This design comes from an exercise in tuning for small area, a short achievable clock period and few clock cycles per item on the open sky130 flow, not from production work. Where RTL was checked, it was by simulation tests only, not by an equivalence proof against the original. Power and IR drop assume default switching activity.

==> inputs of build 81 <==
// lz77_block_encoder
module lz77_block_encoder (
    input  wire        clk,
    input  wire        rst,         
    input  wire        in_valid,
    output wire        in_ready,
    input  wire [7:0]  in_data,
    input  wire        in_last,
    output wire        tok_valid,
    input  wire        tok_ready,
    output wire        tok_match,   
    output wire [7:0]  tok_value,   
    output wire [11:0] tok_dist,    
    output wire        tok_last     
);
==> flow/config.mk <==
export PLATFORM = sky130hd
export DESIGN_NAME = lz77_block_encoder
export DESIGN_NICKNAME = lz77_block_encoder
export VERILOG_FILES = /design/flow/design.v
export SDC_FILE = /design/flow/constraint.sdc
export NUM_CORES = 4
export LEC_CHECK = 0
export ABC_AREA = 1
export CAP_MARGIN = 20
export CORE_MARGIN = 2
export CORE_UTILIZATION = 65
export CTS_BUF_LIST = sky130_fd_sc_hd__clkbuf_8
export CTS_CLUSTER_DIAMETER = 60
export CTS_CLUSTER_SIZE = 16
export SLEW_MARGIN = 20
==> flow/constraint.sdc <==
create_clock -name core_clock -period 10.0 [get_ports {clk}]
set_input_delay 2.0000 -clock core_clock [delete_from_list [all_inputs] [get_ports {clk}]]
set_output_delay 2.0000 -clock core_clock [all_outputs]
set_load 0.01 [all_outputs]
standard.sh (not shown) runs the stock make flow with config.mk's settings and CLKGATE_MAP_FILE= SYNTH_SCRIPT=/design/flow/synth_recipe.tcl, a recipe that flattens the netlist after the stock synthesis.
==> flow/flow/run.sh <==
#!/bin/bash
# Standard ORFS layout, with timing repair aiming for extra setup slack.
set -euo pipefail
bash standard.sh SETUP_SLACK_MARGIN=6.5 finish > standard.log 2>&1
==> inputs of build 91, as changes to build 81 <==
==> flow/design.v (replaced) <==
module lz77_block_encoder (
    input  wire        clk,
    input  wire        rst,         
    input  wire        in_valid,
    output wire        in_ready,
    input  wire [7:0]  in_data,
    input  wire        in_last,
    output wire        tok_valid,
    input  wire        tok_ready,
    output wire        tok_match,   
    output wire [7:0]  tok_value,   
    output wire [11:0] tok_dist,    
    output wire        tok_last     
);
    localparam integer N = 128;
    reg        in_rdy_r;
    reg        main_v, main_l;
    reg  [7:0] main_d;
    reg        skid_v, skid_l;
    reg  [7:0] skid_d;
    wire in_fire = in_valid & in_rdy_r;
    assign in_ready = in_rdy_r;
    reg  [7:0] H [1:N-1];
    reg  [6:0] qpos;                  
    wire       blk_end = main_l | (qpos == 7'd127);
    wire [N-1:1] e_next;
    genvar gd;
    generate
        for (gd = 1; gd < N; gd = gd + 1) begin : g_cmp
            assign e_next[gd] = (H[gd] == main_d) && (qpos >= gd);
        end
    endgenerate
    reg  [N-1:1] X1, X2;
    reg          M;                   
    reg  [1:0]   pend;                
    reg  [6:0]   L;                   
    wire [7:0]   b1 = H[1];           
    wire [7:0]   b2 = H[2];           
    reg  [1:0]   f;                   
    reg          fl_match;
    reg  [7:0]   flA, flB;
    reg          ov, sv;
    reg  [16:0]  o_tok, s_tok;
    wire         room = ~sv;
    wire         pop  = ov & tok_ready;
    wire [6:0]   far_d;
    wire [127:0] pv = {X2, 1'b0};
    wire [63:0] a1;  wire [63:0]  i1;
    wire [31:0] a2;  wire [63:0]  i2;
    wire [15:0] a3;  wire [47:0]  i3;
    wire [7:0]  a4;  wire [31:0]  i4;
    wire [3:0]  a5;  wire [19:0]  i5;
    wire [1:0]  a6;  wire [11:0]  i6;
    genvar g;
    generate
        for (g = 0; g < 64; g = g + 1) begin : l1
            assign a1[g] = pv[2*g+1] | pv[2*g];
            assign i1[g] = pv[2*g+1];
        end
        for (g = 0; g < 32; g = g + 1) begin : l2
            assign a2[g] = a1[2*g+1] | a1[2*g];
            assign i2[2*g+1:2*g] = a1[2*g+1] ? {1'b1, i1[2*g+1]} : {1'b0, i1[2*g]};
        end
        for (g = 0; g < 16; g = g + 1) begin : l3
            assign a3[g] = a2[2*g+1] | a2[2*g];
            assign i3[3*g+2:3*g] = a2[2*g+1] ? {1'b1, i2[4*g+3:4*g+2]} : {1'b0, i2[4*g+1:4*g]};
        end
        for (g = 0; g < 8; g = g + 1) begin : l4
            assign a4[g] = a3[2*g+1] | a3[2*g];
            assign i4[4*g+3:4*g] = a3[2*g+1] ? {1'b1, i3[6*g+5:6*g+3]} : {1'b0, i3[6*g+2:6*g]};
        end
        for (g = 0; g < 4; g = g + 1) begin : l5
            assign a5[g] = a4[2*g+1] | a4[2*g];
            assign i5[5*g+4:5*g] = a4[2*g+1] ? {1'b1, i4[8*g+7:8*g+4]} : {1'b0, i4[8*g+3:8*g]};
        end
        for (g = 0; g < 2; g = g + 1) begin : l6
            assign a6[g] = a5[2*g+1] | a5[2*g];
            assign i6[6*g+5:6*g] = a5[2*g+1] ? {1'b1, i5[10*g+9:10*g+5]} : {1'b0, i5[10*g+4:10*g]};
        end
    endgenerate
    assign far_d = a6[1] ? {1'b1, i6[11:6]} : {1'b0, i6[5:0]};
    wire [N-1:1] and_v = X2 & e_next;
    wire         any   = |and_v;
    wire         eval  = M | (pend == 2'd2);
    wire         cont  = eval & any;
    wire flush_fire = (f != 2'd0) & room;
    wire B_ok       = (f == 2'd0) | (flush_fire & (~blk_end | (f == 2'd1)));
    wire B_fire     = main_v & room & B_ok;
    wire A_fire     = B_fire;
    wire       emit_n   = B_fire & eval & ~any;
    wire [16:0] tok_n   = M ? {1'b0, 1'b1, 1'b0, L, far_d}
                            : {1'b0, 1'b0, b2, 7'd0};
    wire [16:0] tok_f   = fl_match  ? {1'b1, 1'b1, 1'b0, L, far_d}
                        : (f == 2'd2) ? {1'b0, 1'b0, flA, 7'd0}
                                      : {1'b1, 1'b0, flB, 7'd0};
    wire        wr      = flush_fire | emit_n;
    wire [16:0] tok_w   = flush_fire ? tok_f : tok_n;
    wire [1:0] pend_nx = M ? 2'd1 : (pend == 2'd2) ? 2'd2 : pend + 2'd1;
    assign tok_valid = ov;
    assign tok_last  = o_tok[16];
    assign tok_match = o_tok[15];
    assign tok_value = o_tok[14:7];
    assign tok_dist  = {5'd0, o_tok[6:0]};
    integer k;
    always @(posedge clk) begin
        if (B_fire) begin
            H[1] <= main_d;
            for (k = 2; k < N; k = k + 1) H[k] <= H[k-1];
            X1 <= e_next;
            X2 <= cont ? and_v : (X1 & e_next);
            if (cont) L <= M ? L + 7'd1 : 7'd3;
            if (blk_end) begin
                flA <= b1;
                flB <= main_d;
                fl_match <= cont;
            end
        end
    end
    always @(posedge clk) begin
        if (skid_v) begin
            if (A_fire) begin
                main_d <= skid_d;
                main_l <= skid_l;
            end
        end else if (in_fire) begin
            if (~main_v | A_fire) begin
                main_d <= in_data;
                main_l <= in_last;
            end else begin
                skid_d <= in_data;
                skid_l <= in_last;
            end
        end
    end
    always @(posedge clk) begin
        if (wr) begin
            if (ov & ~pop) s_tok <= tok_w;
            else           o_tok <= tok_w;
        end else if (pop & sv) begin
            o_tok <= s_tok;
        end
    end
    always @(posedge clk) begin
        if (rst) begin
            in_rdy_r <= 1'b1;
            main_v   <= 1'b0;
            skid_v   <= 1'b0;
            qpos     <= 7'd0;
            M        <= 1'b0;
            pend     <= 2'd0;
            f        <= 2'd0;
            ov       <= 1'b0;
            sv       <= 1'b0;
        end else begin
            if (skid_v) begin
                if (A_fire) begin
                    skid_v   <= 1'b0;
                    in_rdy_r <= 1'b1;
                end
            end else if (in_fire) begin
                if (~main_v | A_fire) begin
                    main_v <= 1'b1;
                end else begin
                    skid_v   <= 1'b1;
                    in_rdy_r <= 1'b0;
                end
            end else if (A_fire) begin
                main_v <= 1'b0;
            end
            if (B_fire) begin
                qpos <= blk_end ? 7'd0 : qpos + 7'd1;
                if (blk_end) begin
                    M    <= 1'b0;
                    pend <= 2'd0;
                end else begin
                    M    <= cont;
                    pend <= pend_nx;
                end
            end
            if (B_fire & blk_end)
                f <= cont ? 2'd1 : pend_nx;
            else if (flush_fire)
                f <= f - 2'd1;
            if (wr) begin
                if (ov & ~pop) sv <= 1'b1;
                else           ov <= 1'b1;
            end else if (pop) begin
                if (sv) sv <= 1'b0;
                else    ov <= 1'b0;
            end
        end
    end
endmodule
==> flow/config.mk (replaced) <==
export PLATFORM = sky130hd
export DESIGN_NAME = lz77_block_encoder
export DESIGN_NICKNAME = lz77_block_encoder
export VERILOG_FILES = /design/flow/design.v
export SDC_FILE = /design/flow/constraint.sdc
export NUM_CORES = 4
export LEC_CHECK = 0
export CAP_MARGIN = 20
export CORE_MARGIN = 2
export CORE_UTILIZATION = 40
export SLEW_MARGIN = 20
==> inputs of trial 97, as changes to build 81 <==
--- a/flow/design.v
+++ b/flow/design.v
@@ -14,10 +14,11 @@
 );
     localparam integer N = 128;
     reg        in_rdy_r;
     reg        main_v;
     reg  [7:0] main_d;
+    reg  [7:0] main_dn;               
     reg        main_end;              
     reg        skid_v, skid_l;
     reg  [7:0] skid_d;
     wire in_fire = in_valid & in_rdy_r;
     assign in_ready = in_rdy_r;
@@ -26,18 +27,18 @@
     wire         A_fire;
     reg          vA;                  
     reg  [N-1:1] eA;
     reg          lastA;
     wire [6:0] qpos_nx = A_fire ? (main_end ? 7'd0 : qpos + 7'd1) : qpos;
-    reg  [7:0]  hi_gt, hi_eq;
-    reg  [15:0] lo_ge;
-    wire [N-1:1] e_next;
+    reg  [6:0]   qposB;               
+    wire [N-1:1] e_next, validB;
     genvar gd;
     generate
         for (gd = 1; gd < N; gd = gd + 1) begin : g_cmp
-            assign e_next[gd] = (H[gd] == main_d) &&
-                                (hi_gt[gd / 16] || (hi_eq[gd / 16] && lo_ge[gd % 16]));
+            assign e_next[gd] = (gd % 2) ? (H[gd] == main_d)
+                                         : ((H[gd] ^ main_dn) == 8'hff);
+            assign validB[gd] = (qposB >= gd);
         end
     endgenerate
     reg  [N-1:1] X1, X2;
     reg          M;                   
     reg  [1:0]   pend;                
@@ -48,13 +49,15 @@
     reg  [1:0]   f;                   
     reg          fl_match;
     reg  [7:0]   flA, flB;
     reg          ov, sv;
     reg  [16:0]  o_tok, s_tok;
+    reg  [16:0]  o_keep_n;            
     wire         room = ~sv;
     wire         pop  = ov & tok_ready;
     wire         load_o = ~ov | tok_ready;
+    wire [16:0]  o_new;
     wire [6:0]   far_d;
     wire [127:0] pv = {X2, 1'b0};
     wire [63:0] a1;  wire [63:0]  i1;
     wire [31:0] a2;  wire [63:0]  i2;
     wire [15:0] a3;  wire [47:0]  i3;
@@ -102,10 +105,11 @@
     wire [16:0] tok_f   = fl_match  ? {1'b1, 1'b1, 1'b0, L, far_d}
                         : f[1]      ? {1'b0, 1'b0, flA, 7'd0}
                                     : {1'b1, 1'b0, flB, 7'd0};
     wire        wr      = flush_fire | emit_n;
     wire [16:0] tok_w   = flush_fire ? tok_f : tok_n;
+    assign      o_new   = sv ? s_tok : tok_w;
     wire [1:0] pend_nx = M ? 2'd1 : (pend == 2'd2) ? 2'd2 : pend + 2'd1;
     assign tok_valid = ov;
     assign tok_last  = o_tok[16];
     assign tok_match = o_tok[15];
     assign tok_value = o_tok[14:7];
@@ -115,13 +119,14 @@
         if (A_fire) begin
             H[1] <= main_d;
             for (k = 2; k < N; k = k + 1) H[k] <= H[k-1];
             eA    <= e_next;
             lastA <= main_end;
+            qposB <= qpos;
         end
         if (B_fire) begin
-            X1 <= eA;
+            X1 <= eA & validB;
             X2 <= cont ? and_v : (X1 & eA);
             if (cont) L <= M ? L + 7'd1 : 7'd3;
             if (lastA) begin
                 flA <= b1;
                 flB <= b0;
@@ -131,37 +136,37 @@
     end
     always @(posedge clk) begin
         if (skid_v) begin
             if (A_fire) begin
                 main_d   <= skid_d;
+                main_dn  <= ~skid_d;
                 main_end <= skid_l | (qpos_nx == 7'd127);
             end
         end else if (in_fire) begin
             if (~main_v | A_fire) begin
                 main_d   <= in_data;
+                main_dn  <= ~in_data;
                 main_end <= in_last | (qpos_nx == 7'd127);
             end else begin
                 skid_d <= in_data;
                 skid_l <= in_last;
             end
         end
     end
     always @(posedge clk) begin
+        o_tok <= load_o ? o_new : ~o_keep_n;
         if (load_o)
-            o_tok <= sv ? s_tok : tok_w;
+            o_keep_n <= ~o_new;
         if (ov & ~tok_ready & ~sv)
             s_tok <= tok_w;
     end
     always @(posedge clk) begin
         if (rst) begin
             in_rdy_r <= 1'b1;
             main_v   <= 1'b0;
             skid_v   <= 1'b0;
             qpos     <= 7'd0;
-            hi_gt    <= 8'd0;
-            hi_eq    <= 8'd1;
-            lo_ge    <= 16'd1;
             vA       <= 1'b0;
             M        <= 1'b0;
             pend     <= 2'd0;
             f        <= 2'd0;
             ov       <= 1'b0;
@@ -181,16 +186,10 @@
                 end
             end else if (A_fire) begin
                 main_v <= 1'b0;
             end
             qpos <= qpos_nx;
-            for (k = 0; k < 8; k = k + 1) begin
-                hi_gt[k] <= (qpos_nx[6:4] > k);
-                hi_eq[k] <= (qpos_nx[6:4] == k);
-            end
-            for (k = 0; k < 16; k = k + 1)
-                lo_ge[k] <= (qpos_nx[3:0] >= k);
             if (A_fire)
                 vA <= 1'b1;
             else if (B_fire)
                 vA <= 1'b0;
             if (B_fire) begin
==> flow/flow/run.sh (replaced) <==
#!/bin/bash
# Standard ORFS layout (the standard.sh) with two changes to how it is
# made: timing repair aims for extra setup slack, and the clock tree uses
# clkbuf_16 for its root and trunk and clkbuf_8 for its leaves.
set -euo pipefail
CTS="-sink_clustering_enable -repair_clock_nets -buf_list sky130_fd_sc_hd__clkbuf_8 -root_buf sky130_fd_sc_hd__clkbuf_16 -tree_buf sky130_fd_sc_hd__clkbuf_16 -sink_clustering_size 14 -sink_clustering_max_diameter 50"
bash standard.sh SETUP_SLACK_MARGIN=6.7 "CTS_ARGS=$CTS" finish > standard.log 2>&1
--- a/flow/config.mk
+++ b/flow/config.mk
@@ -7,9 +7,6 @@
 export LEC_CHECK = 0
 export ABC_AREA = 1
 export CAP_MARGIN = 20
 export CORE_MARGIN = 2
 export CORE_UTILIZATION = 65
-export CTS_BUF_LIST = sky130_fd_sc_hd__clkbuf_8
-export CTS_CLUSTER_DIAMETER = 60
-export CTS_CLUSTER_SIZE = 16
 export SLEW_MARGIN = 20
==> notes <==
- The lowest clock power belongs to build 81, the highest to build 91.
- The lowest synthesized area belongs to build 91, the highest to trial 97.
- Hold slack: trial 97 < build 91 < build 81.
- The highest sequential share of layout area belongs to build 81, the lowest to build 91.
- Register-to-register slack, highest first: trial 97, build 81, build 91.
- Clock-buffer cell count: build 81 < trial 97 < build 91.
- In trial 97 the maximum frequency is larger than in build 91, by 30%.
- Critical path depth: build 81 is higher than trial 97 (6).
- The lowest cell area belongs to build 81, the highest to build 91.
- Final cell count: build 91 > build 81 > trial 97.
- Build 81 completed with no timing, DRC or antenna violations. Build 91 ran to the end with no violations. Trial 97 ran to the end with no violations.
Testbench counts of build 91, summed over its fixed seeds: cycles 43,498, bytes 43,472.
Function not checked in build 81 and trial 97: the RTL went through the layout flow alone.

-- afterwards: timing with drivers on the ports --
The flow's constraints put no driver on any port. The routed layouts listed below were extracted and timed again, unchanged, in two steps. Step 1 (the two cells are an assumption about what drives the block):
set clk [get_ports {clk}]
set_driving_cell -lib_cell sky130_fd_sc_hd__clkbuf_16 $clk
set_driving_cell -lib_cell sky130_fd_sc_hd__buf_2 [delete_from_list [all_inputs] $clk]
Step 2 times the ports against the registers' clock, not the clock port: input delays grow and output delays shrink by t, the midpoint of the rising clock arrivals with the driver on. Slacks: ideal ports / drivers / drivers and shift; pairs: ideal ports / drivers.
| run | shift t [ns] | setup WS [ns] | latest minus earliest clock arrival (ns) | worst data-port slew with drivers (ns) |
|---|---|---|---|---|
| build 81 | 0.873 | 6.524 / 6.517 / 5.992 | 0.040 / 0.040 | 0.05 |
| build 91 | 0.841 | 5.763 / 5.763 / 5.763 | 0.034 / 0.034 | 0.03 |
| trial 97 | 0.805 | 6.752 / 6.672 / 6.091 | 0.025 / 0.025 | 0.04 |
After both steps setup and hold are still met in every run listed. The setup slack of trial 97, which loses most, moves by -0.080 ns with the drivers and by -0.661 ns with both steps.
